Source: an optimization exercise on an open RTL-to-GDS flow (aim: small area, a short achievable clock period and few clock cycles). Production flows keep margins and buffers that such runs may drop. Function was checked by simulation only, so behaviour that the tests miss may differ from the original. Power is estimated from default activity; no workload was simulated.

--- flow/design.v ---
module mbxrc (
    input  wire        clk,
    input  wire        rst,         
    input  wire        side_fw,     
    input  wire        req_valid,
    input  wire        req_we,
    input  wire [7:0]  req_addr,
    input  wire [31:0] req_wdata,
    output reg         req_ready,
    output reg  [31:0] req_rdata,
    output reg         mem_valid,
    output reg         mem_we,
    output reg  [6:0]  mem_addr,
    output reg  [31:0] mem_wdata,
    input  wire        mem_ready,
    input  wire [31:0] mem_rdata,
    output reg         diag_valid,
    output reg  [31:0] diag_data
);
    localparam [31:0] MAGIC_VALID = 32'hC0DE600D;
    localparam [31:0] MAGIC_TOMB  = 32'hC0DEDEAD;
    localparam [3:0] ST_OK = 4'd0, ST_NONE = 4'd1, ST_EINVARG = 4'd2, ST_ENOSPC = 4'd3,
                     ST_EINVAL = 4'd4, ST_ERES = 4'd5, ST_ETIMEOUT = 4'd6,
                     ST_EILLEGAL = 4'd7, ST_ESTATE = 4'd8, ST_EFAULT = 4'd9;
    localparam [4:0] O_TOPHYS = 5'b00_001, O_WRMSG = 5'b00_010, O_RDMSG = 5'b00_011,
                     O_WRCMD  = 5'b00_100, O_RDCMD = 5'b00_101,
                     O_PUT    = 5'b01_000, O_GET   = 5'b01_001, O_PEEK  = 5'b01_010,
                     O_REF    = 5'b01_011, O_GETC  = 5'b01_100, O_CLEAR = 5'b01_101,
                     O_DUMP   = 5'b01_110,
                     O_OPEN   = 5'b10_000, O_ATTACH = 5'b10_001, O_CLOSE = 5'b10_010,
                     O_SIGRD  = 5'b10_011, O_SIGWR  = 5'b10_100, O_WAIT  = 5'b10_101;
    localparam IDLE = 0,  ONE  = 1,  RC   = 2,  RW   = 3,  PCHK = 4,  XF   = 5,
               PPUB = 6,  F0   = 7,  F3   = 8,  F4   = 9,  F1   = 10, F2   = 11,
               GWR  = 12, TOMB = 13, FIN  = 14, D1   = 15, D2   = 16, D3   = 17,
               D4   = 18, D5   = 19, OPN  = 20, ATT  = 21, SIG  = 22, W0   = 23,
               WC   = 24, WT   = 25, PRE  = 26, NS   = 27;
    reg [NS-1:0] sv;
    reg [4:0]  o;
    reg [1:0]  ch;
    reg [2:0]  clc;               
    reg [6:0]  cso;               
    reg        tbf, idx, ph;
    reg [3:0]  estat;
    reg        eflag;
    reg [3:0]  k;
    reg [2:0]  n, nt;
    reg        fE, fS, fM, fV, fT, f32, nospc, match, aerr;
    reg [5:0]  delta;
    reg [31:0] pos, wcr;
    reg [5:0]  fw;                
    reg [6:0]  fa;                
    reg [4:0]  ira;               
    reg [31:0] mw;                
    reg [3:0]  status;
    reg [31:0] arg0, arg1, res0, res1, clen;
    reg [31:0] m0, m1, m2, m3, m4, m5;
    reg [31:0] cw0, cw1, cw2, cw3, cw4, cw5, cw6, cw7;
    reg        opened;
    reg [2:0]  lc0, lc1, lc2, lc3;       
    reg [6:0]  so1, so2, so3;            
    wire [31:0] w    = req_wdata;
    wire [7:0]  wopc = w[31:24];
    wire [4:0]  wo   = {wopc[5:4], wopc[2:0]};
    reg wmatch, wuch;
    always @(*) begin
        wmatch = 1'b0;
        wuch   = 1'b0;
        case (wopc)
            8'h01, 8'h20, 8'h21, 8'h22, 8'h25: wmatch = (w[23:0] == 24'd0);
            8'h02, 8'h03, 8'h04, 8'h05, 8'h11, 8'h12, 8'h16: begin
                wmatch = (w[15:0] == 16'd0); wuch = 1'b1;
            end
            8'h10: begin wmatch = (w[15:11] == 5'd0) && (w[7:0] == 8'd0); wuch = 1'b1; end
            8'h13: begin wmatch = (w[15:12] == 4'd0) && (w[10:0] == 11'd0); wuch = 1'b1; end
            8'h14, 8'h15: begin wmatch = (w[15:9] == 7'd0) && (w[7:0] == 8'd0); wuch = 1'b1; end
            8'h23, 8'h24: wmatch = (w[23:17] == 7'd0) && (w[15:0] == 16'd0);
            default: ;
        endcase
    end
    wire wprod  = (w[17] == side_fw);
    wire wcodec = (wo == O_WRMSG) || (wo == O_RDMSG) || (wo == O_WRCMD) || (wo == O_RDCMD);
    reg [3:0] westat;
    reg       weflag;
    always @(*) begin
        weflag = 1'b1;
        westat = ST_OK;
        if (!wmatch || (wuch && (w[23:18] != 6'd0)))
            westat = ST_EILLEGAL;
        else if (wuch && !opened)
            westat = ST_ESTATE;
        else if (((wo == O_PUT) || (wo == O_WRMSG) || (wo == O_WRCMD)) && !wprod)
            westat = ST_ESTATE;
        else if (((wo == O_GET) || (wo == O_CLEAR)) && wprod)
            westat = ST_ESTATE;
        else if ((wo == O_PUT) && (!w[8] || !w[9] || (clen != 32'd32)))
            westat = ST_EINVARG;
        else if (((wo == O_GETC) || (wo == O_CLEAR)) && !w[8])
            westat = ST_EINVARG;
        else if (wcodec && (arg0[1:0] != 2'd0))
            westat = ST_EFAULT;
        else if ((wo == O_GETC) && (m4[1:0] != 2'd0))
            westat = ST_EFAULT;
        else if ((wo == O_CLEAR) && (m5[1:0] != 2'd0))
            westat = ST_EFAULT;
        else
            weflag = 1'b0;
    end
    wire wput   = (wo == O_PUT);
    wire wrefpv = (wo == O_REF) && w[11];
    wire wring  = (wo == O_PUT) || (wo == O_GET) || (wo == O_PEEK) || (wo == O_REF) ||
                  (wo == O_CLEAR) || (wo == O_DUMP);
    wire wxf    = (wo == O_RDMSG) || (wo == O_RDCMD) || (wo == O_GETC);
    wire wpre   = (wo == O_WRMSG) || (wo == O_WRCMD) || (wo == O_SIGWR);
    wire       wrcsel = !(wput || wrefpv);
    wire [2:0] wch1   = {1'b0, w[17:16]} + 3'd1;
    reg [2:0] wlc;
    reg [6:0] wso;
    always @(*) begin
        case (w[17:16])
            2'd0: begin wlc = lc0; wso = 7'd18; end
            2'd1: begin wlc = lc1; wso = so1;   end
            2'd2: begin wlc = lc2; wso = so2;   end
            default: begin wlc = lc3; wso = so3; end
        endcase
    end
    wire [5:0] cmask = ~(6'h3F << clc);            
    wire [8:0] clen9 = 9'd4 << clc;                
    reg  [2:0] wmax;                               
    always @(*) begin
        case (clc)
            3'd4: wmax = 3'd2;
            3'd5: wmax = 3'd3;
            3'd6: wmax = 3'd5;
            default: wmax = 3'd1;
        endcase
    end
    wire walk_end = ((n + nt + 3'd1) == wmax);
    wire is_put   = (o == O_PUT);
    wire is_get   = (o == O_GET);
    wire is_getc  = (o == O_GETC);
    wire is_clear = (o == O_CLEAR);
    wire is_dump  = (o == O_DUMP);
    wire is_rcv   = (o == O_GET) || (o == O_PEEK) || (o == O_REF);
    wire xf_wr    = (o == O_WRMSG) || (o == O_WRCMD) || is_put;
    wire xf_m     = (o == O_WRMSG) || (o == O_RDMSG) || (is_put && !ph);
    wire xf_last  = xf_m ? (k[2:0] == 3'd5) : (k[2:0] == 3'd7);
    wire put_k0   = is_put && !ph && (k == 4'd0);
    wire put_stop = nospc || (pos[1:0] != 2'd0);
    wire [31:0] dd   = wcr - pos;
    wire        dE   = (wcr == pos);
    wire        dS   = (dd[31:5] == 27'd0) && (dd[4:0] < 5'd24);
    wire [7:0] cc0l   = pos[7:0] + 8'd24;
    wire [8:0] remv   = clen9 - {1'b0, cc0l & {cmask, 2'b11}};
    wire [5:0] cdelta = (remv < 9'd32) ? (6'd24 + remv[5:0]) : 6'd24;
    wire [6:0] need   = {1'b0, delta} + 7'd32;
    wire [10:0] wlo   = {1'b0, dd[9:0]} + {2'b00, clen9};
    wire        whi0  = wlo[10] ? (dd[31:10] == 22'h3FFFFF) : (dd[31:10] == 22'd0);
    wire        cnospc = whi0 && (wlo[9:7] == 3'd0) && (wlo[6:0] < need);
    reg  [31:0] ax, ay, amk;
    reg  [9:0]  smv;
    always @(*) begin
        ax  = arg0;
        ay  = 32'd0;
        amk = 32'hFFFFFFFF;
        smv = 10'd0;
        if (sv[IDLE]) begin ax = m4; ay = m3; end                   
        if (sv[ONE])  begin ay = 32'hFFFFFFFF; amk = arg1; end      
        if (sv[PCHK]) begin ax = pos; ay = {26'd0, delta}; end      
        if (sv[XF])   begin
            if (is_put) begin ax = m4; ay = 32'd32; end             
            else ay = (o == O_WRMSG) ? 32'd24 : 32'd32;             
        end
        if (sv[F3]) begin
            if (is_dump) begin amk = 32'd0; smv = {7'd0, n}; end    
            else ax = pos;                                          
        end
        if (sv[F2] || sv[WC]) ax = pos;                             
        if (sv[WT]) begin ax = pos; ay = 32'd1; end                 
        if (sv[W0]) amk = 32'd0;                                    
        if (sv[OPN]) begin amk = 32'd0; smv = 10'h1C8; end
        if (sv[ATT]) begin amk = 32'd0; smv = {anext[7:0], 2'b00}; end
    end
    wire [31:0] ab    = ((ax + ay) & amk) | {22'd0, smv};
    wire [31:0] inc32 = mem_rdata + 32'd32;
    wire [7:0] aoff  = (k[3:1] == 3'd0) ? 8'd18 : pos[7:0];        
    wire       ao_ok = (mem_rdata[31:10] == 22'd0) && (mem_rdata[9:0] == {aoff, 2'b00});
    wire [6:0] al    = mem_rdata[8:2];
    wire       al_1h = (al != 7'd0) && ((al & (al - 7'd1)) == 7'd0);
    wire [8:0] anext = {1'b0, aoff} + {2'b00, al};
    wire       al_ok = (mem_rdata[31:9] == 23'd0) && (mem_rdata[1:0] == 2'd0) && al_1h &&
                       (anext <= 9'd128);
    reg  [2:0] acode;
    always @(*) begin
        case (1'b1)
            al[6]: acode = 3'd6;
            al[5]: acode = 3'd5;
            al[4]: acode = 3'd4;
            al[3]: acode = 3'd3;
            al[2]: acode = 3'd2;
            al[1]: acode = 3'd1;
            default: acode = 3'd0;
        endcase
    end
    wire       astep_ok = k[0] ? al_ok : ao_ok;
    reg [31:0] apack;
    always @(*) begin
        apack = pos;
        apack[7:0] = anext[7:0];
        case (k[2:1])
            2'd0: begin apack[10:8]  = acode; apack[23:17] = anext[6:0]; end
            2'd1: begin apack[13:11] = acode; apack[30:24] = anext[6:0]; end
            default: apack[16:14] = acode;
        endcase
    end
    wire opw_pres = req_we && (req_addr == 8'd0);
    wire op_start = sv[IDLE] && req_valid && opw_pres;
    wire reg_wr   = sv[IDLE] && req_valid && req_we;
    wire f3fail = fE || fS || fM || (is_rcv && !fV) || (is_dump && !fV && !fT) ||
                  (is_clear && !fT);
    wire wdone  = match || (pos == arg1);
    reg acc, awe, done, wait_hs;
    reg [3:0] fstat;
    always @(*) begin
        acc = sv[IDLE] | sv[RC] | sv[RW] | sv[PPUB] | sv[F0] | sv[F1] | sv[F2] | sv[GWR] |
              sv[TOMB] | sv[D1] | sv[D2] | sv[D4] | sv[D5] | sv[OPN] | sv[ATT] | sv[SIG] |
              sv[WT] | (sv[XF] && !(put_k0 && put_stop)) |
              (sv[F3] && (!f3fail || is_clear)) |
              (sv[F4] && ((!f32 && is_clear) || (f32 && !(is_dump && fV)))) |
              (sv[FIN] && is_clear);
        awe = sv[PPUB] | sv[GWR] | sv[TOMB] | sv[OPN] | (sv[SIG] && (o == O_SIGWR)) |
              (sv[XF] && xf_wr) |
              (is_clear && ((sv[F3] && f3fail) | (sv[F4] && !f32) | sv[FIN]));
        done = sv[ONE] | sv[PPUB] | sv[GWR] | sv[FIN] | sv[SIG] |
               (sv[XF] && ((put_k0 && put_stop) || (xf_last && !is_put))) |
               (sv[F3] && f3fail) | (sv[F4] && !f32) | (sv[F2] && !is_get) |
               (sv[OPN] && (k == 4'd15)) | (sv[ATT] && (k == 4'd7)) | (sv[WC] && wdone);
        wait_hs = acc;
        fstat = ST_OK;
        if (sv[ONE] && eflag) fstat = estat;
        if (sv[XF] && put_k0) fstat = nospc ? ST_ENOSPC : ST_EFAULT;
        if (sv[F3]) begin
            if (fE)      fstat = is_rcv ? ST_NONE : ST_OK;
            else if (fS) fstat = ST_ERES;
            else if (fM) fstat = ST_EFAULT;
            else         fstat = is_clear ? ST_OK : ST_EINVAL;
        end
        if (sv[F4] || sv[FIN]) fstat = ST_ERES;
        if (sv[ATT] && (aerr || !al_ok)) fstat = ST_ERES;
        if (sv[WC] && !match) fstat = ST_ETIMEOUT;
    end
    wire hs   = acc && mem_ready;
    wire fin  = done && (!wait_hs || mem_ready);
    wire adv  = !acc || mem_ready;
    wire wfetch = sv[PRE] || (sv[RW] && is_put && mem_ready) || (sv[F2] && mem_ready) ||
                  (sv[XF] && xf_wr && mem_ready);
    wire xf_more = !xf_last || (is_put && !ph);
    reg [NS-1:0] nx;
    always @(*) begin
        nx = {NS{1'b0}};
        if (op_start) begin
            if (weflag || (wo == O_TOPHYS) || (wo == O_CLOSE)) nx[ONE] = 1'b1;
            else if (wxf)                  nx[XF]  = 1'b1;
            else if (wpre)                 nx[PRE] = 1'b1;
            else if (wrefpv)               begin nx[F0] = mem_ready; nx[RW] = !mem_ready; end
            else if (wring)                begin nx[RW] = mem_ready; nx[RC] = !mem_ready; end
            else if (wo == O_OPEN)         nx[OPN] = 1'b1;
            else if (wo == O_ATTACH)       nx[ATT] = 1'b1;
            else if (wo == O_SIGRD)        nx[SIG] = 1'b1;
            else                           nx[W0]  = 1'b1;
        end else if (sv[IDLE])
            nx[IDLE] = 1'b1;
        if (!sv[IDLE] && !adv) nx = sv;
        else if (!sv[IDLE]) begin
            if (sv[RC])   nx[RW]   = 1'b1;
            if (sv[RW])   begin nx[PCHK] = is_put; nx[TOMB] = is_clear; nx[F0] = !is_put && !is_clear; end
            if (sv[PCHK]) nx[XF]   = 1'b1;
            if (sv[PRE])  begin nx[SIG] = (o == O_SIGWR); nx[XF] = (o != O_SIGWR); end
            if (sv[XF])   begin nx[XF] = xf_more; nx[PPUB] = xf_last && is_put && ph; end
            if (sv[F0])   nx[F3]   = 1'b1;
            if (sv[F3])   nx[F4]   = 1'b1;
            if (sv[F4])   begin
                nx[D1]  = is_dump && fV;
                nx[F1]  = is_rcv;
                nx[FIN] = !is_rcv && !(is_dump && fV) && walk_end;
                nx[F0]  = !is_rcv && !(is_dump && fV) && !walk_end;
            end
            if (sv[F1])   nx[F2]   = 1'b1;
            if (sv[F2])   nx[GWR]  = 1'b1;
            if (sv[TOMB]) nx[F0]   = 1'b1;
            if (sv[D1])   nx[D2]   = 1'b1;
            if (sv[D2])   nx[D3]   = 1'b1;
            if (sv[D3])   nx[D4]   = 1'b1;
            if (sv[D4])   nx[D5]   = 1'b1;
            if (sv[D5])   begin nx[FIN] = walk_end; nx[F0] = !walk_end; end
            if (sv[OPN])  nx[OPN]  = 1'b1;
            if (sv[ATT])  nx[ATT]  = 1'b1;
            if (sv[W0])   nx[WC]   = 1'b1;
            if (sv[WC])   nx[WT]   = 1'b1;
            if (sv[WT])   nx[WC]   = 1'b1;
        end
        if (fin) begin
            nx = {NS{1'b0}};
            nx[IDLE] = 1'b1;
        end
    end
    wire [5:0] cmask_x = sv[IDLE] ? ~(6'h3F << wlc) : cmask;
    wire [6:0] cso_x   = sv[IDLE] ? wso : cso;
    wire [2:0] ch1_x   = sv[IDLE] ? wch1 : ({1'b0, ch} + 3'd1);
    wire fail_n = dE || dS || (pos[1:0] != 2'd0) || (mem_rdata != MAGIC_TOMB);
    wire f32_n  = (mem_rdata == 32'd32);
    reg [5:0] fsrc;
    reg [5:0] fdel;
    reg [1:0] akind;        
    reg       rcs;          
    reg [6:0] oth;
    always @(*) begin
        fsrc  = fw;
        fdel  = 6'd0;
        akind = 2'd0;
        rcs   = 1'b1;
        oth   = 7'd0;
        if (sv[IDLE]) begin
            if (wrefpv && mem_ready) fsrc = ab[7:2];
            else if (wo == O_GETC) fsrc = m4[7:2];
            else fsrc = arg0[7:2];
            if (wring && !(wrefpv && mem_ready)) begin
                akind = 2'd1;
                rcs = mem_ready ? !wrcsel : wrcsel;
            end
            if ((wo == O_OPEN) || (wo == O_ATTACH)) begin akind = 2'd2; oth = 7'd2; end
            if (wo == O_SIGRD) begin akind = 2'd2; oth = {6'd0, w[16]}; end
        end
        if (sv[RC]) begin akind = 2'd1; rcs = is_put; end
        if (sv[PRE]) begin
            fsrc = arg0[7:2];
            if (o == O_SIGWR) begin akind = 2'd2; oth = {6'd0, idx}; end
        end
        if (sv[RW]) fsrc = is_clear ? m5[7:2] : pos[7:2];
        if (sv[PCHK] || sv[TOMB]) fsrc = pos[7:2];
        if (sv[XF]) begin
            if (xf_last) begin
                fsrc = m4[7:2];
                if (ph) begin akind = 2'd1; rcs = 1'b0; end
            end else
                fdel = 6'd1;
        end
        if (sv[F0]) begin
            fdel = 6'd3;
            if (is_clear && fail_n) akind = 2'd1;
        end
        if (sv[F3]) begin
            fdel = 6'd1;
            if (is_clear && !f32_n) akind = 2'd1;
        end
        if (sv[F4]) begin
            if (is_rcv || (is_dump && fV)) fdel = 6'h3D;        
            else if (walk_end) akind = 2'd1;
            else begin fsrc = mem_rdata[7:2]; fdel = 6'd8; end
        end
        if (sv[F1] || sv[D1] || sv[D2] || sv[D3]) fdel = 6'd1;
        if (sv[F2]) akind = 2'd1;
        if (sv[D5]) begin
            if (walk_end) akind = 2'd1;
            else begin fsrc = mem_rdata[7:2]; fdel = 6'd8; end
        end
        if (sv[OPN]) begin akind = 2'd2; oth = 7'd3 + {3'd0, k}; end
        if (sv[ATT]) begin akind = 2'd2; oth = 7'd2 + {2'd0, k[2:1] + {1'b0, k[0]}, 2'b00} + {6'd0, !k[0]}; end
        if (sv[WC]) begin akind = 2'd2; oth = 7'd0; end
    end
    wire [5:0] fw_n = (fsrc + fdel) & cmask_x;
    wire [6:0] fa_n = (akind == 2'd0) ? (cso_x + {1'b0, fw_n}) :
                      (akind == 2'd1) ? {2'b00, ch1_x, 1'b0, rcs} : oth;
    always @(*) begin
        mem_valid = acc;
        mem_we    = awe;
        mem_addr  = sv[IDLE] ? {2'b00, wch1, 1'b0, wrcsel} : fa;
    end
    reg [31:0] opd;
    always @(*) begin
        case (k[1:0])
            2'd0: case (k[3:2])
                      2'd0: opd = 32'h48;
                      2'd1: opd = 32'h88;
                      2'd2: opd = 32'h108;
                      default: opd = 32'h148;
                  endcase
            2'd1: opd = k[2] ? 32'd128 : 32'd64;
            default: opd = 32'd0;
        endcase
    end
    wire [4:0] ra = req_addr[4:0] | ira;
    always @(*) begin
        case ({req_addr[7:5], ra})
            8'd1:  req_rdata = {28'd0, status};
            8'd2:  req_rdata = arg0;
            8'd3:  req_rdata = arg1;
            8'd4:  req_rdata = res0;
            8'd5:  req_rdata = res1;
            8'd6:  req_rdata = clen;
            8'd8:  req_rdata = m0;
            8'd9:  req_rdata = m1;
            8'd10: req_rdata = m2;
            8'd11: req_rdata = m3;
            8'd12: req_rdata = m4;
            8'd13: req_rdata = m5;
            8'd16: req_rdata = cw0;
            8'd17: req_rdata = cw1;
            8'd18: req_rdata = cw2;
            8'd19: req_rdata = cw3;
            8'd20: req_rdata = cw4;
            8'd21: req_rdata = cw5;
            8'd22: req_rdata = cw6;
            8'd23: req_rdata = cw7;
            default: req_rdata = 32'd0;
        endcase
    end
    always @(*) begin
        if (sv[TOMB])
            mem_wdata = MAGIC_TOMB;
        else if (sv[OPN])
            mem_wdata = opd;
        else if (sv[F3] || sv[F4] || sv[FIN])
            mem_wdata = pos;
        else
            mem_wdata = mw;
    end
    always @(*) begin
        req_ready = sv[IDLE] ? !opw_pres : fin;
    end
    always @(*) begin
        diag_valid = (sv[F4] && is_dump && fV && f32) || sv[D3] ||
                     ((sv[D1] || sv[D2] || sv[D4] || sv[D5]) && mem_ready);
        if (sv[F4])      diag_data = MAGIC_VALID;
        else if (sv[D3]) diag_data = 32'd32;
        else if (sv[D5]) diag_data = pos;
        else             diag_data = mem_rdata;
    end
    wire [31:0] wb = sv[IDLE] ? req_wdata : ((sv[PCHK] || (sv[XF] && is_put)) ? ab : mem_rdata);
    wire rd_xf = sv[XF] && !xf_wr && mem_ready;
    wire put_pub = sv[XF] && put_k0 && !nospc;
    wire rcv_f4 = sv[F4] && f32 && is_rcv && mem_ready;
    wire we_a0  = reg_wr && (req_addr == 8'd2);
    wire we_a1  = reg_wr && (req_addr == 8'd3);
    wire we_cl  = reg_wr && (req_addr == 8'd6);
    wire set_cl = rd_xf && !xf_m && xf_last;
    wire we_m0  = (reg_wr && (req_addr == 8'd8))  || (rd_xf && xf_m && (k[2:0] == 3'd0));
    wire we_m1  = (reg_wr && (req_addr == 8'd9))  || (rd_xf && xf_m && (k[2:0] == 3'd1)) ||
                  (sv[F1] && mem_ready);
    wire we_m2  = (reg_wr && (req_addr == 8'd10)) || (rd_xf && xf_m && (k[2:0] == 3'd2)) ||
                  (sv[F2] && mem_ready);
    wire we_m3  = (reg_wr && (req_addr == 8'd11)) || (rd_xf && xf_m && (k[2:0] == 3'd3));
    wire we_m4  = (reg_wr && (req_addr == 8'd12)) || (rd_xf && xf_m && (k[2:0] == 3'd4)) ||
                  (sv[PCHK] && !cnospc) || rcv_f4;
    wire we_m5  = (reg_wr && (req_addr == 8'd13)) || (rd_xf && xf_m && (k[2:0] == 3'd5));
    wire m5_ab  = sv[F2] && mem_ready;
    wire we_cw0 = (reg_wr && (req_addr == 8'd16)) || (rd_xf && !xf_m && (k[2:0] == 3'd0));
    wire we_cw1 = (reg_wr && (req_addr == 8'd17)) || (rd_xf && !xf_m && (k[2:0] == 3'd1));
    wire we_cw2 = (reg_wr && (req_addr == 8'd18)) || (rd_xf && !xf_m && (k[2:0] == 3'd2));
    wire we_cw3 = (reg_wr && (req_addr == 8'd19)) || (rd_xf && !xf_m && (k[2:0] == 3'd3));
    wire we_cw4 = (reg_wr && (req_addr == 8'd20)) || (rd_xf && !xf_m && (k[2:0] == 3'd4));
    wire we_cw5 = (reg_wr && (req_addr == 8'd21)) || (rd_xf && !xf_m && (k[2:0] == 3'd5));
    wire we_cw6 = (reg_wr && (req_addr == 8'd22)) || (rd_xf && !xf_m && (k[2:0] == 3'd6));
    wire we_cw7 = (reg_wr && (req_addr == 8'd23)) || (rd_xf && !xf_m && (k[2:0] == 3'd7)) ||
                  (put_pub && tbf);
    wire clr_ok  = fE || (!fS && !fM);
    wire we_r0 = (sv[ONE] && !eflag && (o == O_TOPHYS)) ||
                 (put_pub && (pos[1:0] == 2'd0)) ||
                 (sv[XF] && xf_wr && xf_last && !is_put && mem_ready) ||
                 (sv[F3] && fin && is_clear && clr_ok) ||
                 (sv[F3] && is_dump && fE) ||
                 rcv_f4 ||
                 (sv[OPN] && (k == 4'd15) && mem_ready) ||
                 (sv[ATT] && (k == 4'd7) && mem_ready && !aerr && al_ok) ||
                 (sv[SIG] && (o == O_SIGRD) && mem_ready) ||
                 (sv[WC] && wdone);
    wire [31:0] res0_d = sv[F4] ? inc32 : (sv[SIG] ? mem_rdata : ab);
    wire we_r1 = (sv[PCHK] && !cnospc && (pos[1:0] == 2'd0)) ||
                 (sv[F3] && fin && is_clear && clr_ok) ||
                 (sv[F3] && is_dump && fE);
    wire [31:0] res1_d = sv[F3] ? {29'd0, is_dump ? nt : n} : ab;
    wire we_pos = (op_start && (wrefpv || mem_ready)) || (sv[RC] && mem_ready) ||
                  (sv[F4] && f32 && !is_rcv && !(is_dump && fV) && mem_ready) ||
                  (sv[D5] && mem_ready) || (sv[ATT] && k[0] && mem_ready) ||
                  sv[W0] || (sv[WT] && mem_ready);
    wire [31:0] pos_d = (sv[F4] || sv[D5]) ? inc32 :
                        sv[ATT] ? apack :
                        ((sv[IDLE] && wrefpv) || sv[W0] || sv[WT]) ? ab : mem_rdata;
    wire we_wcr = (op_start && wrefpv && mem_ready) || (sv[RW] && mem_ready);
    always @(posedge clk) begin
        if (rst) begin
            sv     <= {{(NS-1){1'b0}}, 1'b1};
            ira    <= 5'd0;
            status <= ST_OK;
            arg0   <= 32'd0;
            arg1   <= 32'd0;
            res0   <= 32'd0;
            res1   <= 32'd0;
            clen   <= 32'd0;
            m0 <= 32'd0; m1 <= 32'd0; m2 <= 32'd0; m3 <= 32'd0; m4 <= 32'd0; m5 <= 32'd0;
            cw0 <= 32'd0; cw1 <= 32'd0; cw2 <= 32'd0; cw3 <= 32'd0;
            cw4 <= 32'd0; cw5 <= 32'd0; cw6 <= 32'd0; cw7 <= 32'd0;
            opened <= 1'b0;
        end else begin
            sv <= nx;
            if (we_a0) arg0 <= req_wdata;
            if (we_a1) arg1 <= req_wdata;
            if (we_cl) clen <= req_wdata; else if (set_cl) clen <= 32'd32;
            if (we_m0) m0 <= wb; else if (rcv_f4) m0 <= MAGIC_VALID;
            if (we_m1) m1 <= wb;
            if (we_m2) m2 <= wb;
            if (we_m3) m3 <= wb; else if (rcv_f4) m3 <= 32'd32;
            if (we_m4) m4 <= wb;
            if (we_m5) m5 <= wb; else if (m5_ab) m5 <= ab;
            if (we_cw0) cw0 <= wb;
            if (we_cw1) cw1 <= wb;
            if (we_cw2) cw2 <= wb;
            if (we_cw3) cw3 <= wb;
            if (we_cw4) cw4 <= wb;
            if (we_cw5) cw5 <= wb;
            if (we_cw6) cw6 <= wb;
            if (we_cw7) cw7 <= wb;
            if (we_r0) res0 <= res0_d;
            if (we_r1) res1 <= res1_d;
            if (fin) status <= fstat;
            if (wfetch) mw <= req_rdata;
            if (fin)
                ira <= 5'd0;
            else if (op_start)
                ira <= ((wo == O_PUT) || (wo == O_WRMSG)) ? 5'd8 :
                       (wo == O_WRCMD) ? 5'd16 :
                       (wo == O_SIGWR) ? 5'd2 :
                       (wo == O_GET) ? 5'd4 : 5'd0;
            else if (wfetch)
                ira <= (ira == 5'd13) ? 5'd16 : ((ira == 5'd23) ? 5'd4 : ira + 5'd1);
            if (op_start) begin
                clc   <= wlc;
                cso   <= wso;
                o     <= wo;
                ch    <= w[17:16];
                tbf   <= w[10];
                idx   <= w[16];
                n     <= 3'd0;
                nt    <= 3'd0;
                aerr  <= 1'b0;
                eflag <= weflag;
                estat <= westat;
                k     <= 4'd0;
                ph    <= 1'b0;
            end
            if (hs && (sv[XF] || sv[OPN] || sv[ATT])) begin
                if (sv[XF] && xf_last) begin
                    k  <= 4'd0;
                    ph <= 1'b1;
                end else
                    k <= k + 4'd1;
            end
            if (sv[ONE] && !eflag && (o == O_CLOSE)) opened <= 1'b0;
            if (sv[RW]) delta <= cdelta;
            if (sv[PCHK]) nospc <= cnospc;
            if (sv[F0]) begin
                fE <= dE;
                fS <= dS;
                fM <= (pos[1:0] != 2'd0);
                fV <= (mem_rdata == MAGIC_VALID);
                fT <= (mem_rdata == MAGIC_TOMB);
            end
            if (sv[F3]) f32 <= f32_n;
            if (sv[F4] && f32 && !is_rcv && !(is_dump && fV) && mem_ready) begin
                if (is_dump) nt <= nt + 3'd1; else n <= n + 3'd1;
            end
            if (sv[D5] && mem_ready) n <= n + 3'd1;
            if (sv[OPN] && mem_ready && (k == 4'd15)) begin
                lc0 <= 3'd4; lc1 <= 3'd5; lc2 <= 3'd4; lc3 <= 3'd5;
                so1 <= 7'd34; so2 <= 7'd66; so3 <= 7'd82;
                opened <= 1'b1;
            end
            if (sv[ATT] && mem_ready) begin
                if (!astep_ok) aerr <= 1'b1;
                if ((k == 4'd7) && !aerr && al_ok) begin
                    lc0 <= pos[10:8]; lc1 <= pos[13:11]; lc2 <= pos[16:14]; lc3 <= acode;
                    so1 <= pos[23:17]; so2 <= pos[30:24]; so3 <= pos[6:0];
                    opened <= 1'b1;
                end
            end
            if (sv[W0]) match <= 1'b0;
            if (sv[WT] && mem_ready) match <= (mem_rdata == arg0);
            if (we_pos) pos <= pos_d;
            if (we_wcr) wcr <= mem_rdata;
            if (sv[IDLE] || adv) begin
                fw <= fw_n;
                fa <= fa_n;
            end
        end
    end
endmodule
--- flow/run.sh ---
#!/bin/bash
# synth_recipe.tcl (not shown) runs the flow's synth.tcl, then flattens the netlist and writes it again
# the make line also repeats each setting of config.mk as NAME=value (left out here)
make -C /OpenROAD-flow-scripts/flow DESIGN_CONFIG=/design/flow/config.mk WORK_HOME=/design/flow/orfs CLKGATE_MAP_FILE= SYNTH_SCRIPT=/design/flow/synth_recipe.tcl finish
--- flow/config.mk ---
export PLATFORM = sky130hd
export DESIGN_NAME = mbxrc
export DESIGN_NICKNAME = mbxrc
export VERILOG_FILES = /design/flow/design.v
export SDC_FILE = /design/flow/constraint.sdc
export NUM_CORES = 8
export LEC_CHECK = 0
export CAP_MARGIN = 20
export CORE_MARGIN = 2
export CORE_UTILIZATION = 40
export SETUP_SLACK_MARGIN = 4
export SLEW_MARGIN = 20
--- flow/constraint.sdc ---
create_clock -name core_clock -period 10.0 [get_ports {clk}]
set_input_delay 2.0000 -clock core_clock [delete_from_list [all_inputs] [get_ports {clk}]]
set_output_delay 2.0000 -clock core_clock [all_outputs]
set_load 0.01 [all_outputs]
==> impl_metrics.py, run 1 <==
metrics = {
    "floorplan": {
        "core_area_mm2": 0.1176,
        "die_h_um": 347.5,
        "dieWidth_um": 347.5,
        "ios": 185,
        "placement_rows": 126,
        "initial_core_util": 0.4013,
        "die-area_mm2": 0.1208,
    },
    "logic_synthesis": {
        "synth_ff_type": "dfxtp_1",
        "synth_top_area_frac": 0.2736,
        "synthCells": 5667,
        "synth_fp_nets": 5877,
        "ys_types": 96,
        "synth_area_leaders": "dfxtp_1, edfxtp_1, a211oi_1",
        "seq_area_frac_synth": 0.3951,
        "netlist_area_mm2": 0.04720,
        "synth-seq-cells": 836,
        "synth_most_common_cell": "nor2_1",
        "synth.top_cells.by_count": "nor2_1, dfxtp_1, nand2_1, clkbuf_1, a211oi_1",
        "async_reset_ff_frac": 0,
        "yosysTopAreaCell": "dfxtp_1",
        "synth_edf_count": 191,
        "synth_warnings": 1,
        "syn_area_per_cell_um2": 8.328,
    },
    "sta": {
        "max_freq_mhz": 158.0,
        "relSlewSlack": 0.2040,
        "finClkSkew_ns": 0.03196,
        "worst_pin_slew_ns": 1.183,
        "fin_ws_ns": 3.670,
        "hold_viol": 0,
        "slew_violations": 0,
        "final.period_utilization": 0.6330,
        "setup_viol": 0,
        "setup_tns_ns": 0,
        "rsz0062_at_grt": "true",
        "whs_ns": 0.4618,
        "layout_min_cycle_time_ns": 6.330,
    },
    "clocking": {
        "cts_buffer_depth": 3,
        "cts.sinks": 836,
        "cts_tree": "built",
        "clock_latency_ns": 0.71,
        "h-tree-depth": 3,
        "cts_made_buffers": 91,
        "cts_root_buffer": "clkbuf_16",
        "cts_hold_buf": 0,
        "path_clk_slew_ns": 0.06,
    },
    "power": {
        "p_int_uw": 5706,
        "p_sw_uw": 1910,
        "powerDensity_mw_per_mm2": 130.4,
        "netSwitchingFraction": 0.2508,
        "p_leak_uw": 0.02085,
        "p_comb_frac": 0.066,
        "pwr-share-seq": 0.457,
        "irDropWorstVdd_mv": 0.1213,
        "p_clk_frac": 0.477,
    },
    "route": {
        "ant_nets": 0,
        "drc": 0,
        "dr.pass1.iters": 12,
        "wirelength_um": 254200,
        "wl_per_cell_um": 33.96,
        "via_count": 51170,
        "vias_per_cell": 6.838,
        "drtIter0Drc": 9851,
    },
    "setup_path": {
        "timing.setup.critical_path_class": "primary input to output port",
        "worstRegToRegCells": 34,
        "path_max_fanout": 4,
        "cp-start-kind": "primary input",
        "end_kind": "output port",
        "required_ns": 8.00,
        "crit_arrival_ns": 4.33,
    },
    "global_routing": {
        "grt_overflow": 0,
        "grt_pass1_vias": 45460,
        "grt_first_pass_wirelength_um": 342300,
        "grt_max_degree": 205,
        "antenna_found_initial": 14,
        "grt_use_total": 0.3887,
    },
    "place": {
        "routabilityCongestion": 1.020,
        "place_hpwl_um": 167200,
        "place_ws_ns": 2.035,
        "io_buffers": 184,
    },
    "cells_and_area": {
        "fill_cells": 10980,
        "fin_util": 0.4967,
        "drive_above_1_share": 0.1567,
        "multi_input_area_mm2": 0.02747,
        "ff_latch_area_mm2": 0.01866,
        "fin_nets": 6075,
        "syn_to_final_growth_pct": 23.78,
    },
    "status": {
        "status": "complete, no violations",
    },
    "worst_hold_path": {
        "worstHoldPathCells": 2,
        "hp-class": "register to register",
    },
    "run": {
        "max_cap_viol_count": 0,
    },
}
-- metal layers --
layer / global-route usage / share of wire / vias up
met2: 0.5459 / 0.39 / 4245
met5: 0 / 0.00047 / -
li1: - / - / 21590
met4: 0.2453 / 0.088 / 14
met1: 0.5088 / 0.37 / 24290
met3: 0.1301 / 0.15 / 1027
-- stage by stage --
stage | total power, µW | cell area (µm²) | cells
floorplan | 3760 | 47350 | 5667
global placement | 3959 | 50540 | 7028
detailed placement | 3961 | 50560 | 7029
CTS | 7554 | 56820 | 7393
global route | 7735 | 58410 | 7478
finish | 7615 | 58420 | 7483
-- area by class of cell --
cell class | count | area share
repair buffers | 615 | 0.1143
inverters | 125 | 0.008545
diodes | 5 | 0.0002142
clock buffers | 134 | 0.04707
multi-input cells | 4196 | 0.4703
flip-flops and latches | 836 | 0.3194
clock inverters | 36 | 0.007303
well taps | 1536 | 0.03290
-- placed cells by master (no fill, tap or decap), types with 44 or more instances in the layout --
cell             count
nor2_1             747
dfxtp_1            637
nand2_1            437
a211oi_1           430
a21oi_1            365
buf_4              285
o21ai_0            201
edfxtp_1           191
a22oi_1            172
clkdlybuf4s50_1    135
nor3_1             132
nand3_1            123
ha_1               118
inv_1              114
clkbuf_16          109
xor2_1              99
a222oi_1            99
mux2i_1             86
xnor2_1             79
nand4_1             78
a31oi_1             71
buf_6               67
buf_12              66
nor4_1              56
o211ai_1            55
o22ai_1             47
a22o_1              47
a21o_1              44
-- logic make-up (layout without fill, tap and decap cells) --
kind of cell,count (synthesis),after routing,share of synthesized area
muxes,109,109,0.02367
other,0,5,0
and+or+nand+nor,1895,1903,0.1827
adders and majority gates,134,134,0.03653
DFF,836,836,0.3951
AOI/OAI and AO/OA,1868,1869,0.2757
buffers and inverters,644,910,0.05278
xor gates and xnor gates,181,181,0.03359
-- path summary, 6_finish.rpt --
kind | from | to | slack, ns
worst max-delay path | req_addr[4] | req_rdata[0] | 3.67
worst min-delay path | res1[23] | res1[23] | 0.46
worst max register to register | o[0] | fa[6] | 3.76
worst min register to register | res1[23] | res1[23] | 0.46
-- power groups by stage --
stage	clock network [µW]	logic [µW]	registers, µW
after floorplan	0	216	3540
after global placement	0	408	3550
after detailed placement	0	410	3550
after CTS	3610	466	3480
after global routing	3750	510	3480
final	3630	505	3480
-- worst max-delay path, cell delays in order --
cell	delay, ns
buf_8	0.08
nor2_4	0.05
buf_6	0.13
buf_6	0.10
buf_6	0.12
nand2_8	0.09
nor2_4	0.05
nand2_4	0.14
buf_12	0.12
nor2_4	0.04
buf_4	0.13
a22o_1	0.26
a221oi_2	0.26
and3_1	0.21
nand4_1	0.29
buf_2	0.27
-- repair_timing --
action | CTS | global route
setup endpoints to repair | 200 | 123
pin swaps | 120 | 126
setup buffers | 172 | 69
gates cloned | 22 | 16
gates resized for setup | 422 | 158
Testbench counts, summed over its fixed seeds: cycles 46,105.
==> run 2, diff against run 1 <==
--- a/flow/design.v
+++ b/flow/design.v
@@ -42,3 +42,2 @@
     reg        tbf, idx, ph;
-    reg [3:0]  estat;
     reg        eflag;
@@ -48,3 +47,4 @@
     reg [5:0]  delta;
-    reg [31:0] pos, wcr;
+    reg [31:0] pos;
+    reg [31:0] wcr;               
     reg [5:0]  fw;                
@@ -52,3 +52,2 @@
     reg [4:0]  ira;               
-    reg [31:0] mw;                
     reg [3:0]  status;
@@ -58,2 +57,3 @@
     reg        opened;
+    reg        v_arg0, v_arg1, v_res0, v_res1, v_clen, v_m0, v_m1, v_m2, v_m3, v_m4, v_m5, v_cw0, v_cw1, v_cw2, v_cw3, v_cw4, v_cw5, v_cw6, v_cw7;
     reg [2:0]  lc0, lc1, lc2, lc3;       
@@ -94,3 +94,3 @@
             westat = ST_ESTATE;
-        else if ((wo == O_PUT) && (!w[8] || !w[9] || (clen != 32'd32)))
+        else if ((wo == O_PUT) && (!w[8] || !w[9] || !(v_clen && (clen == 32'd32))))
             westat = ST_EINVARG;
@@ -98,7 +98,7 @@
             westat = ST_EINVARG;
-        else if (wcodec && (arg0[1:0] != 2'd0))
+        else if (wcodec && v_arg0 && (arg0[1:0] != 2'd0))
             westat = ST_EFAULT;
-        else if ((wo == O_GETC) && (m4[1:0] != 2'd0))
+        else if ((wo == O_GETC) && v_m4 && (m4[1:0] != 2'd0))
             westat = ST_EFAULT;
-        else if ((wo == O_CLEAR) && (m5[1:0] != 2'd0))
+        else if ((wo == O_CLEAR) && v_m5 && (m5[1:0] != 2'd0))
             westat = ST_EFAULT;
@@ -127,20 +127,15 @@
     wire [8:0] clen9 = 9'd4 << clc;                
-    reg  [2:0] wmax;                               
-    always @(*) begin
-        case (clc)
-            3'd4: wmax = 3'd2;
-            3'd5: wmax = 3'd3;
-            3'd6: wmax = 3'd5;
-            default: wmax = 3'd1;
+    reg  [2:0] wl;                                 
+    wire walk_end = (wl == 3'd0);
+    reg  [2:0] wwmax;
+    always @(*) begin
+        case (wlc)
+            3'd4: wwmax = 3'd1;
+            3'd5: wwmax = 3'd2;
+            3'd6: wwmax = 3'd4;
+            default: wwmax = 3'd0;
         endcase
     end
-    wire walk_end = ((n + nt + 3'd1) == wmax);
-    wire is_put   = (o == O_PUT);
-    wire is_get   = (o == O_GET);
-    wire is_getc  = (o == O_GETC);
-    wire is_clear = (o == O_CLEAR);
-    wire is_dump  = (o == O_DUMP);
-    wire is_rcv   = (o == O_GET) || (o == O_PEEK) || (o == O_REF);
-    wire xf_wr    = (o == O_WRMSG) || (o == O_WRCMD) || is_put;
-    wire xf_m     = (o == O_WRMSG) || (o == O_RDMSG) || (is_put && !ph);
+    reg is_put, is_get, is_getc, is_clear, is_dump, is_rcv, xf_wr, is_msg;
+    wire xf_m     = is_msg || (is_put && !ph);
     wire xf_last  = xf_m ? (k[2:0] == 3'd5) : (k[2:0] == 3'd7);
@@ -161,3 +156,3 @@
     always @(*) begin
-        ax  = arg0;
+        ax  = v_arg0 ? arg0 : 32'd0;
         ay  = 32'd0;
@@ -165,4 +160,7 @@
         smv = 10'd0;
-        if (sv[IDLE]) begin ax = m4; ay = m3; end                   
-        if (sv[ONE])  begin ay = 32'hFFFFFFFF; amk = arg1; end      
+        if (sv[IDLE]) begin                                         
+            ax = v_m4 ? m4 : 32'd0;
+            ay = v_m3 ? m3 : 32'd0;
+        end
+        if (sv[ONE])  begin ay = 32'hFFFFFFFF; amk = v_arg1 ? arg1 : 32'd0; end    
         if (sv[PCHK]) begin ax = pos; ay = {26'd0, delta}; end      
@@ -219,3 +217,3 @@
                   (is_clear && !fT);
-    wire wdone  = match || (pos == arg1);
+    wire wdone  = match || (pos == (v_arg1 ? arg1 : 32'd0));
     reg acc, awe, done, wait_hs;
@@ -238,3 +236,2 @@
         fstat = ST_OK;
-        if (sv[ONE] && eflag) fstat = estat;
         if (sv[XF] && put_k0) fstat = nospc ? ST_ENOSPC : ST_EFAULT;
@@ -253,3 +250,3 @@
     wire adv  = !acc || mem_ready;
-    wire wfetch = sv[PRE] || (sv[RW] && is_put && mem_ready) || (sv[F2] && mem_ready) ||
+    wire wfetch = sv[PRE] || (sv[PCHK] && is_put) || (sv[F2] && mem_ready) ||
                   (sv[XF] && xf_wr && mem_ready);
@@ -312,62 +309,45 @@
     reg [5:0] fdel;
-    reg [1:0] akind;        
-    reg       rcs;          
-    reg [6:0] oth;
     always @(*) begin
-        fsrc  = fw;
-        fdel  = 6'd0;
-        akind = 2'd0;
-        rcs   = 1'b1;
-        oth   = 7'd0;
-        if (sv[IDLE]) begin
-            if (wrefpv && mem_ready) fsrc = ab[7:2];
-            else if (wo == O_GETC) fsrc = m4[7:2];
-            else fsrc = arg0[7:2];
-            if (wring && !(wrefpv && mem_ready)) begin
-                akind = 2'd1;
-                rcs = mem_ready ? !wrcsel : wrcsel;
-            end
-            if ((wo == O_OPEN) || (wo == O_ATTACH)) begin akind = 2'd2; oth = 7'd2; end
-            if (wo == O_SIGRD) begin akind = 2'd2; oth = {6'd0, w[16]}; end
-        end
-        if (sv[RC]) begin akind = 2'd1; rcs = is_put; end
-        if (sv[PRE]) begin
-            fsrc = arg0[7:2];
-            if (o == O_SIGWR) begin akind = 2'd2; oth = {6'd0, idx}; end
-        end
-        if (sv[RW]) fsrc = is_clear ? m5[7:2] : pos[7:2];
+        fsrc = fw;
+        fdel = 6'd0;
+        if (sv[IDLE]) fsrc = wrefpv ? ab[7:2] : ((wo == O_GETC) ? (v_m4 ? m4[7:2] : 6'd0) :
+                                                              (v_arg0 ? arg0[7:2] : 6'd0));
+        if (sv[PRE])  fsrc = v_arg0 ? arg0[7:2] : 6'd0;
+        if (sv[RW])   fsrc = is_clear ? (v_m5 ? m5[7:2] : 6'd0) : pos[7:2];
         if (sv[PCHK] || sv[TOMB]) fsrc = pos[7:2];
         if (sv[XF]) begin
-            if (xf_last) begin
-                fsrc = m4[7:2];
-                if (ph) begin akind = 2'd1; rcs = 1'b0; end
-            end else
-                fdel = 6'd1;
-        end
-        if (sv[F0]) begin
-            fdel = 6'd3;
-            if (is_clear && fail_n) akind = 2'd1;
-        end
-        if (sv[F3]) begin
-            fdel = 6'd1;
-            if (is_clear && !f32_n) akind = 2'd1;
+            if (xf_last) fsrc = m4[7:2];
+            else fdel = 6'd1;
         end
+        if (sv[F0]) fdel = 6'd3;
+        if (sv[F3] || sv[F1] || sv[D1] || sv[D2] || sv[D3]) fdel = 6'd1;
         if (sv[F4]) begin
             if (is_rcv || (is_dump && fV)) fdel = 6'h3D;        
-            else if (walk_end) akind = 2'd1;
             else begin fsrc = mem_rdata[7:2]; fdel = 6'd8; end
         end
-        if (sv[F1] || sv[D1] || sv[D2] || sv[D3]) fdel = 6'd1;
-        if (sv[F2]) akind = 2'd1;
-        if (sv[D5]) begin
-            if (walk_end) akind = 2'd1;
-            else begin fsrc = mem_rdata[7:2]; fdel = 6'd8; end
-        end
-        if (sv[OPN]) begin akind = 2'd2; oth = 7'd3 + {3'd0, k}; end
-        if (sv[ATT]) begin akind = 2'd2; oth = 7'd2 + {2'd0, k[2:1] + {1'b0, k[0]}, 2'b00} + {6'd0, !k[0]}; end
-        if (sv[WC]) begin akind = 2'd2; oth = 7'd0; end
-    end
-    wire [5:0] fw_n = (fsrc + fdel) & cmask_x;
-    wire [6:0] fa_n = (akind == 2'd0) ? (cso_x + {1'b0, fw_n}) :
-                      (akind == 2'd1) ? {2'b00, ch1_x, 1'b0, rcs} : oth;
+        if (sv[D5]) begin fsrc = mem_rdata[7:2]; fdel = 6'd8; end
+    end
+    wire [5:0] fw_n    = (fsrc + fdel) & cmask_x;
+    wire [6:0] field_n = cso_x + {1'b0, fw_n};
+    wire use_ctrl = (sv[IDLE] && wring && !(wrefpv && mem_ready)) || sv[RC] ||
+                    (sv[XF] && xf_last && ph) || sv[F2] ||
+                    (sv[F0] && is_clear && fail_n) || (sv[F3] && is_clear && !f32_n) ||
+                    (((sv[F4] && !is_rcv && !(is_dump && fV)) || sv[D5]) && walk_end);
+    wire rcs = sv[IDLE] ? (mem_ready ? !wrcsel : wrcsel) :
+               sv[RC]   ? is_put :
+               !sv[XF];
+    reg       use_oth;
+    reg [6:0] oth;
+    always @(*) begin
+        use_oth = 1'b1;
+        oth     = 7'd0;
+        if (sv[IDLE] && ((wo == O_OPEN) || (wo == O_ATTACH))) oth = 7'd2;
+        else if (sv[IDLE] && (wo == O_SIGRD)) oth = {6'd0, w[16]};
+        else if (sv[PRE] && (o == O_SIGWR))   oth = {6'd0, idx};
+        else if (sv[OPN]) oth = 7'd3 + {3'd0, k};
+        else if (sv[ATT]) oth = 7'd2 + {2'd0, k[2:1] + {1'b0, k[0]}, 2'b00} + {6'd0, !k[0]};
+        else if (sv[WC])  oth = 7'd0;
+        else use_oth = 1'b0;
+    end
+    wire [6:0] fa_n = use_ctrl ? {2'b00, ch1_x, 1'b0, rcs} : (use_oth ? oth : field_n);
     always @(*) begin
@@ -390,27 +370,21 @@
     end
-    wire [4:0] ra = req_addr[4:0] | ira;
+    wire [4:0]  ra = req_addr[4:0] | ira;
+    wire        rz = (req_addr[7:5] == 3'd0);
+    wire [3:0]  e  = 4'd1 << ra[1:0];
+    wire [5:0]  h  = {ra[4:2] == 3'd5, ra[4:2] == 3'd4, ra[4:2] == 3'd3,
+                      ra[4:2] == 3'd2, ra[4:2] == 3'd1, ra[4:2] == 3'd0};
+    wire [31:0] g0 = ({32{e[1]}} & {28'd0, status}) | ({32{e[2] && v_arg0}} & arg0) |
+                     ({32{e[3] && v_arg1}} & arg1);
+    wire [31:0] g1 = ({32{e[0] && v_res0}} & res0) | ({32{e[1] && v_res1}} & res1) |
+                     ({32{e[2] && v_clen}} & clen);
+    wire [31:0] g2 = ({32{e[0] && v_m0}} & m0) | ({32{e[1] && v_m1}} & m1) |
+                     ({32{e[2] && v_m2}} & m2) | ({32{e[3] && v_m3}} & m3);
+    wire [31:0] g3 = ({32{e[0] && v_m4}} & m4) | ({32{e[1] && v_m5}} & m5);
+    wire [31:0] g4 = ({32{e[0] && v_cw0}} & cw0) | ({32{e[1] && v_cw1}} & cw1) |
+                     ({32{e[2] && v_cw2}} & cw2) | ({32{e[3] && v_cw3}} & cw3);
+    wire [31:0] g5 = ({32{e[0] && v_cw4}} & cw4) | ({32{e[1] && v_cw5}} & cw5) |
+                     ({32{e[2] && v_cw6}} & cw6) | ({32{e[3] && v_cw7}} & cw7);
     always @(*) begin
-        case ({req_addr[7:5], ra})
-            8'd1:  req_rdata = {28'd0, status};
-            8'd2:  req_rdata = arg0;
-            8'd3:  req_rdata = arg1;
-            8'd4:  req_rdata = res0;
-            8'd5:  req_rdata = res1;
-            8'd6:  req_rdata = clen;
-            8'd8:  req_rdata = m0;
-            8'd9:  req_rdata = m1;
-            8'd10: req_rdata = m2;
-            8'd11: req_rdata = m3;
-            8'd12: req_rdata = m4;
-            8'd13: req_rdata = m5;
-            8'd16: req_rdata = cw0;
-            8'd17: req_rdata = cw1;
-            8'd18: req_rdata = cw2;
-            8'd19: req_rdata = cw3;
-            8'd20: req_rdata = cw4;
-            8'd21: req_rdata = cw5;
-            8'd22: req_rdata = cw6;
-            8'd23: req_rdata = cw7;
-            default: req_rdata = 32'd0;
-        endcase
+        req_rdata = {32{rz}} & (({32{h[0]}} & g0) | ({32{h[1]}} & g1) | ({32{h[2]}} & g2) |
+                                ({32{h[3]}} & g3) | ({32{h[4]}} & g4) | ({32{h[5]}} & g5));
     end
@@ -424,3 +398,3 @@
         else
-            mem_wdata = mw;
+            mem_wdata = wcr;
     end
@@ -493,10 +467,5 @@
             status <= ST_OK;
-            arg0   <= 32'd0;
-            arg1   <= 32'd0;
-            res0   <= 32'd0;
-            res1   <= 32'd0;
-            clen   <= 32'd0;
-            m0 <= 32'd0; m1 <= 32'd0; m2 <= 32'd0; m3 <= 32'd0; m4 <= 32'd0; m5 <= 32'd0;
-            cw0 <= 32'd0; cw1 <= 32'd0; cw2 <= 32'd0; cw3 <= 32'd0;
-            cw4 <= 32'd0; cw5 <= 32'd0; cw6 <= 32'd0; cw7 <= 32'd0;
+            v_arg0 <= 1'b0; v_arg1 <= 1'b0; v_res0 <= 1'b0; v_res1 <= 1'b0; v_clen <= 1'b0;
+            v_m0 <= 1'b0; v_m1 <= 1'b0; v_m2 <= 1'b0; v_m3 <= 1'b0; v_m4 <= 1'b0; v_m5 <= 1'b0;
+            v_cw0 <= 1'b0; v_cw1 <= 1'b0; v_cw2 <= 1'b0; v_cw3 <= 1'b0; v_cw4 <= 1'b0; v_cw5 <= 1'b0; v_cw6 <= 1'b0; v_cw7 <= 1'b0;
             opened <= 1'b0;
@@ -504,2 +473,21 @@
             sv <= nx;
+            if (we_a0) v_arg0 <= 1'b1;
+            if (we_a1) v_arg1 <= 1'b1;
+            if (we_cl || set_cl) v_clen <= 1'b1;
+            if (we_m0 || rcv_f4) v_m0 <= 1'b1;
+            if (we_m1) v_m1 <= 1'b1;
+            if (we_m2) v_m2 <= 1'b1;
+            if (we_m3 || rcv_f4) v_m3 <= 1'b1;
+            if (we_m4) v_m4 <= 1'b1;
+            if (we_m5 || m5_ab) v_m5 <= 1'b1;
+            if (we_cw0) v_cw0 <= 1'b1;
+            if (we_cw1) v_cw1 <= 1'b1;
+            if (we_cw2) v_cw2 <= 1'b1;
+            if (we_cw3) v_cw3 <= 1'b1;
+            if (we_cw4) v_cw4 <= 1'b1;
+            if (we_cw5) v_cw5 <= 1'b1;
+            if (we_cw6) v_cw6 <= 1'b1;
+            if (we_cw7) v_cw7 <= 1'b1;
+            if (we_r0) v_res0 <= 1'b1;
+            if (we_r1) v_res1 <= 1'b1;
             if (we_a0) arg0 <= req_wdata;
@@ -523,4 +511,4 @@
             if (we_r1) res1 <= res1_d;
-            if (fin) status <= fstat;
-            if (wfetch) mw <= req_rdata;
+            if (op_start && weflag) status <= westat;
+            else if (fin && !(sv[ONE] && eflag)) status <= fstat;
             if (fin)
@@ -535,2 +523,11 @@
             if (op_start) begin
+                is_put   <= (wo == O_PUT);
+                is_get   <= (wo == O_GET);
+                is_getc  <= (wo == O_GETC);
+                is_clear <= (wo == O_CLEAR);
+                is_dump  <= (wo == O_DUMP);
+                is_rcv   <= (wo == O_GET) || (wo == O_PEEK) || (wo == O_REF);
+                xf_wr    <= (wo == O_WRMSG) || (wo == O_WRCMD) || (wo == O_PUT);
+                is_msg   <= (wo == O_WRMSG) || (wo == O_RDMSG);
+                wl       <= wwmax;
                 clc   <= wlc;
@@ -545,3 +542,2 @@
                 eflag <= weflag;
-                estat <= westat;
                 k     <= 4'd0;
@@ -569,4 +565,8 @@
                 if (is_dump) nt <= nt + 3'd1; else n <= n + 3'd1;
+                wl <= wl - 3'd1;
+            end
+            if (sv[D5] && mem_ready) begin
+                n  <= n + 3'd1;
+                wl <= wl - 3'd1;
             end
-            if (sv[D5] && mem_ready) n <= n + 3'd1;
             if (sv[OPN] && mem_ready && (k == 4'd15)) begin
@@ -585,5 +585,6 @@
             if (sv[W0]) match <= 1'b0;
-            if (sv[WT] && mem_ready) match <= (mem_rdata == arg0);
+            if (sv[WT] && mem_ready) match <= (mem_rdata == (v_arg0 ? arg0 : 32'd0));
             if (we_pos) pos <= pos_d;
-            if (we_wcr) wcr <= mem_rdata;
+            if (wfetch) wcr <= req_rdata;
+            else if (we_wcr) wcr <= mem_rdata;
             if (sv[IDLE] || adv) begin
--- a/flow/config.mk
+++ b/flow/config.mk
@@ -10,2 +10,4 @@
 export CORE_UTILIZATION = 40
+export CTS_CLUSTER_DIAMETER = 60
+export CTS_CLUSTER_SIZE = 20
 export SETUP_SLACK_MARGIN = 4
==> impl_metrics.py, run 2 <==
metrics = {
    "status": {
        "status": "complete, no violations",
    },
    "cells_and_area": {
        "drive_above_1_share": 0.1717,
        "fin_util": 0.4878,
        "final_common_cell": "edfxtp_1",
        "fin_nets": 5168,
        "layout_common_cells": "edfxtp_1, nor2_1, nand2_1, a21oi_1, o21ai_0",
        "syn_to_final_growth_pct": 21.15,
        "fill_cells": 10700,
    },
    "power": {
        "p_sw_uw": 1876,
        "p_int_uw": 5440,
        "netSwitchingFraction": 0.2565,
        "p_clk_frac": 0.417,
        "irDropWorstVdd_mv": 0.1484,
        "pwr-share-seq": 0.518,
        "p_comb_frac": 0.065,
        "powerDensity_mw_per_mm2": 127.4,
        "p_leak_uw": 0.01996,
    },
    "setup_path": {
        "crit_top_cell": "buf_12",
        "crit_slowest_cell": "nor4_4",
        "path_max_fanout": 6,
        "timing.setup.critical_path_class": "primary input to output port",
        "worst_path_largest_cell_delay_ns": 0.40,
        "required_ns": 8.00,
        "crit_family": "simple AND/OR/NAND/NOR gates",
        "crit_arrival_ns": 4.32,
        "cp-start-kind": "primary input",
        "crit_buf_inv": 4,
        "timing.rr.start": "pos[0]",
        "r2r_end": "res1[16]",
        "end_kind": "output port",
        "worstRegToRegCells": 20,
        "r2r_slack_ns": 4.08,
        "path_cells": "buf_12 > or2_4 > buf_12 > and3_4 > buf_4 > a22o_1 > a221oi_2 > o22ai_2 > nor4_4 > nor2_2 > buf_2",
        "critPathLaunch": "req_addr[1]",
    },
    "clocking": {
        "cts_tree": "built",
        "cts.sinks": 829,
        "cts_hold_buf": 0,
        "cts_root_buffer": "clkbuf_16",
        "cts_buffer_depth": 3,
        "cts_made_buffers": 72,
        "path_clk_slew_ns": 0.08,
        "h-tree-depth": 3,
        "clock_latency_ns": 0.71,
    },
    "route": {
        "dr.pass1.iters": 9,
        "wirelength_um": 237400,
        "via_count": 45290,
        "wl_per_cell_um": 36.24,
        "vias_per_cell": 6.914,
        "drtIter0Drc": 8430,
        "ant_nets": 0,
        "drc": 0,
    },
    "logic_synthesis": {
        "synth_warnings": 1,
        "synth_area_leaders": "edfxtp_1, a21oi_1, nor2_1",
        "synth_ff_type": "edfxtp_1",
        "syn_area_per_cell_um2": 10.03,
        "synth-seq-cells": 829,
        "synthCells": 4729,
        "async_reset_ff_frac": 0,
        "synth_most_common_cell": "edfxtp_1",
        "netlist_area_mm2": 0.04742,
        "ys_types": 88,
        "synth_fp_nets": 4938,
        "synth_edf_count": 773,
        "yosysTopAreaCell": "edfxtp_1",
        "seq_area_frac_synth": 0.5132,
        "synth_top_area_frac": 0.4896,
        "synth.top_cells.by_count": "edfxtp_1, nor2_1, nand2_1, a21oi_1, clkbuf_1",
    },
    "sta": {
        "fin_ws_ns": 3.679,
        "worst_pin_slew_ns": 1.198,
        "relSlewSlack": 0.1930,
        "finClkSkew_ns": 0.05616,
        "whs_ns": 0.4655,
        "max_freq_mhz": 158.2,
        "setup_viol": 0,
        "hold_viol": 0,
        "rsz0062_at_grt": "true",
        "slew_violations": 0,
        "final.period_utilization": 0.6321,
        "setup_tns_ns": 0,
        "layout_min_cycle_time_ns": 6.321,
    },
    "floorplan": {
        "core_area_mm2": 0.1178,
        "die_h_um": 348.3,
        "die-area_mm2": 0.1213,
        "initial_core_util": 0.4026,
        "placement_rows": 126,
        "ios": 185,
        "dieWidth_um": 348.3,
    },
    "worst_hold_path": {
        "hold_path_end": "v_cw2",
        "worstHoldPathCells": 1,
        "hp-class": "register to register",
        "hp-start": "v_cw2",
    },
    "place": {
        "place_ws_ns": 2.100,
        "place_hpwl_um": 161400,
        "routabilityCongestion": 1.039,
        "io_buffers": 184,
    },
    "global_routing": {
        "grt_pass1_vias": 41180,
        "grt_use_total": 0.3738,
        "grt_max_degree": 72,
        "grt_first_pass_wirelength_um": 322900,
        "grt_overflow": 0,
        "antenna_found_initial": 11,
    },
    "run": {
        "max_cap_viol_count": 0,
    },
}
==> run 2: logic make-up (layout without fill, tap and decap cells) <==
group / after synthesis / count (layout) / synth area share
other cells: 0 / 5 / 0
xor+xnor: 127 / 127 / 0.02346
flops: 829 / 829 / 0.5132
mux: 124 / 124 / 0.02673
buf+inv: 521 / 785 / 0.04167
compound gates: 1513 / 1513 / 0.2123
fa+ha+maj: 134 / 134 / 0.03615
simple gates: 1481 / 1498 / 0.1465
==> run 2: per-stage QoR <==
step | std cells | total power, µW | instance area (µm²)
6_report | 6551 | 7316 | 57450
2_1_floorplan | 4729 | 4050 | 47500
5_1_grt | 6549 | 7421 | 57440
4_1_cts | 6482 | 7266 | 56370
3_5_place_dp | 6223 | 4264 | 51210
3_3_place_gp | 6223 | 4263 | 51210
==> run 2: power by group through the flow <==
stage / Combinational [µW] / Sequential [µW] / Clock (µW)
CTS: 440 / 3790 / 3030
global route: 480 / 3790 / 3150
detailed placement: 393 / 3870 / 0
finish: 474 / 3790 / 3050
global placement: 391 / 3870 / 0
floorplan: 181 / 3870 / 0
==> run 2: how the worst max path moves through the flow <==
stage,endpoint,slack (ns),depth (start not counted)
2_1_floorplan,fa[6],3.84,21
4_1_cts,req_rdata[13],3.83,11
5_1_grt,req_rdata[10],3.73,10
6_report,req_rdata[13],3.68,11
3_5_place_dp,req_rdata[22],2.10,9
3_3_place_gp,req_rdata[3],2.14,8
==> run 2: area by class of cell <==
| type | count | area [µm²] | area share |
|---|---|---|---|
| antenna | 5 | 12.51 | 0.0002178 |
| clock buffer | 77 | 1863 | 0.03243 |
| clock inverter | 48 | 581.8 | 0.01013 |
| inverter | 153 | 609.3 | 0.01061 |
| multi-input combinational | 3396 | 23100 | 0.4021 |
| sequential | 829 | 24370 | 0.4242 |
| tap | 1536 | 1922 | 0.03346 |
| timing repair buffer | 507 | 4991 | 0.08688 |
==> run 2: what timing repair did <==
item | 4_1_cts | 5_1_grt
setup endpoints to repair | 188 | 193
gates cloned | 21 | 9
gates resized for setup | 480 | 123
hold endpoints to repair | 0 | 0
pin swaps | 152 | 88
setup buffers | 113 | 52
==> run 2: layer usage <==
layer  vias up  GRT usage  part of all wire
met4        14     0.2089             0.076
met5         -          0           0.00040
met1     21970     0.4960              0.36
met2      4006     0.5398              0.41
li1      18510          -                 -
met3       794     0.1167              0.15
Testbench counts of run 2, summed over its fixed seeds: cycles 46,105.
==> run 3, diff against run 2 <==
--- a/flow/config.mk
+++ b/flow/config.mk
@@ -12,3 +12,3 @@
 export CTS_CLUSTER_SIZE = 20
-export SETUP_SLACK_MARGIN = 4
+export SETUP_SLACK_MARGIN = 3.7
 export SLEW_MARGIN = 20
==> impl_metrics.py, run 3 <==
metrics = {
    "status": {
        "status": "complete, no violations",
    },
    "place": {
        "io_buffers": 184,
        "place_hpwl_um": 158300,
        "routabilityCongestion": 1.047,
        "place_ws_ns": 1.956,
    },
    "power": {
        "p_clk_frac": 0.426,
        "irDropWorstVdd_mv": 0.1154,
        "netSwitchingFraction": 0.2466,
        "p_int_uw": 5563,
        "p_comb_frac": 0.060,
        "p_leak_uw": 0.01926,
        "pwr-share-seq": 0.514,
        "p_sw_uw": 1821,
        "powerDensity_mw_per_mm2": 132.1,
    },
    "logic_synthesis": {
        "synth_fp_nets": 4938,
        "synth_warnings": 1,
        "synth_edf_count": 773,
        "synth_area_leaders": "edfxtp_1, a21oi_1, nor2_1",
        "synthCells": 4729,
        "synth-seq-cells": 829,
        "seq_area_frac_synth": 0.5132,
        "syn_area_per_cell_um2": 10.03,
        "synth_top_area_frac": 0.4896,
        "async_reset_ff_frac": 0,
        "netlist_area_mm2": 0.04742,
        "ys_types": 88,
        "synth_most_common_cell": "edfxtp_1",
        "yosysTopAreaCell": "edfxtp_1",
        "synth_ff_type": "edfxtp_1",
        "synth.top_cells.by_count": "edfxtp_1, nor2_1, nand2_1, a21oi_1, clkbuf_1",
    },
    "sta": {
        "setup_viol": 0,
        "slew_violations": 0,
        "setup_tns_ns": 0,
        "rsz0062_at_grt": "true",
        "whs_ns": 0.4489,
        "layout_min_cycle_time_ns": 6.373,
        "max_freq_mhz": 156.9,
        "relSlewSlack": 0.1844,
        "final.period_utilization": 0.6373,
        "worst_pin_slew_ns": 1.214,
        "finClkSkew_ns": 0.05008,
        "fin_ws_ns": 3.627,
        "hold_viol": 0,
    },
    "route": {
        "wl_per_cell_um": 34.67,
        "drc": 0,
        "ant_nets": 0,
        "via_count": 44190,
        "drtIter0Drc": 8327,
        "dr.pass1.iters": 11,
        "wirelength_um": 223900,
        "vias_per_cell": 6.843,
    },
    "cells_and_area": {
        "drive_above_1_share": 0.1386,
        "fin_nets": 5069,
        "layout_common_cells": "edfxtp_1, nor2_1, nand2_1, a21oi_1, o21ai_0",
        "syn_to_final_growth_pct": 17.91,
        "final_common_cell": "edfxtp_1",
        "fin_util": 0.4748,
    },
    "global_routing": {
        "grt_pass1_vias": 40090,
        "grt_first_pass_wirelength_um": 309000,
        "antenna_found_initial": 16,
        "grt_max_degree": 72,
        "grt_overflow": 0,
        "grt_use_total": 0.3559,
    },
    "setup_path": {
        "crit_arrival_ns": 6.80,
        "required_ns": 10.42,
        "timing.setup.critical_path_class": "primary input to register",
        "cp-start-kind": "primary input",
        "path_max_fanout": 18,
        "end_kind": "register",
    },
    "clocking": {
        "h-tree-depth": 3,
        "cts_tree": "built",
        "path_clk_slew_ns": 0.08,
        "cts_root_buffer": "clkbuf_16",
        "cts.sinks": 829,
        "cts_made_buffers": 72,
        "cts_buffer_depth": 3,
        "cts_hold_buf": 0,
        "clock_latency_ns": 0.69,
    },
    "floorplan": {
        "die_h_um": 348.3,
        "placement_rows": 126,
        "ios": 185,
        "die-area_mm2": 0.1213,
        "core_area_mm2": 0.1178,
        "initial_core_util": 0.4026,
        "dieWidth_um": 348.3,
    },
    "worst_hold_path": {
        "hp-class": "register to register",
    },
    "run": {
        "max_cap_viol_count": 0,
    },
}
-- run 3: cell count changes in the layout (fill, tap and decap cells not counted), moves of 12 or more --
cell / previous run / this run
buf_4: 244 / 188
buf_12: 41 / 17
buf_2: 30 / 8
a221oi_2: 52 / 31
a221oi_1: 34 / 52
nor4_2: 13 / 28
o22ai_1: 92 / 104
o22ai_2: 23 / 11
-- run 3: kinds of logic after synthesis --
logic type / synth area share
AOI/OAI and AO/OA: 0.2123
xor gates and xnor gates: 0.02346
adders and majority gates: 0.03615
buffers and inverters: 0.04167
DFF: 0.5132
muxes: 0.02673
and+or+nand+nor: 0.1465
-- run 3: worst max-delay path: stages --
cell and delay (ns):
dlygate4sd2_1 0.80, ha_1 0.43, xnor2_2 0.51, a22o_1 0.46, a21oi_1 0.14, o21ai_0 0.16, o211ai_1 0.11, a31oi_1 0.17
ha_1 0.25, inv_1 0.12, o21bai_1 0.11, a21oi_2 0.15, xnor2_1 0.14, xnor2_1 0.15, a211oi_2 0.33, ha_1 0.33
a21oi_2 0.15, xor2_1 0.08, and3_1 0.18
-- run 3: per-layer routing --
metal / part of all wire / track usage / vias up / wire, µm
met2: 0.42 / 0.5247 / 3652 / 94450
met3: 0.14 / 0.09007 / 672 / 30460
met4: 0.068 / 0.1962 / 6 / 15300
met1: 0.37 / 0.4780 / 21540 / 83690
li1: - / - / 18320 / -
met5: 0.00011 / 0 / - / 25
-- run 3: final cells by class --
cell class | instances | area [µm²]
Clock buffer | 77 | 1842
Clock inverter | 51 | 745.7
Tap cell | 1536 | 1922
Timing Repair Buffer | 412 | 3837
Multi-Input combinational cell | 3392 | 22600
Fill cell | 10840 | 61860
Antenna cell | 8 | 20.02
Sequential cell | 829 | 24360
Inverter | 153 | 586.8
-- run 3: power by group through the flow --
| stage | registers (µW) | logic (µW) | clock network, µW |
|---|---|---|---|
| after floorplan | 3870 | 180 | 0 |
| after global placement | 3870 | 380 | 0 |
| after detailed placement | 3870 | 384 | 0 |
| after CTS | 3790 | 414 | 3150 |
| after global routing | 3790 | 453 | 3280 |
| final | 3790 | 444 | 3150 |
-- run 3: stage by stage --
stage	total power, µW	std cells	instance area (µm²)
2_1_floorplan	4049	4729	47420
3_3_place_gp	4251	6232	51210
3_5_place_dp	4255	6233	51230
4_1_cts	7352	6428	55340
5_1_grt	7522	6454	55900
6_report	7384	6458	55910
-- run 3: path summary, 6_finish.rpt --
check | start | to | slack [ns] | cells past startpoint
setup / recovery | mem_rdata[5] | fa[6] | 3.63 | 19
hold / removal | v_cw3 | v_cw3 | 0.45 | 1
setup reg to reg | sv[5] | cw0[23] | 3.67 | 19
hold reg to reg | v_cw3 | v_cw3 | 0.45 | 1
-- run 3: timing repair --
item | CTS | global route
gates cloned | 15 | 2
gates resized for setup | 301 | 109
setup endpoints to repair | 298 | 187
pin swaps | 60 | 50
buffers inserted | 52 | 20

Check on run 3: ideal ports give 3.627 ns setup slack; a clkbuf_16 on the clock port and buf_2 on the inputs give 3.632 ns; moving port delays by the midpoint clock arrival (0.749 ns) as well gives 2.883 ns.
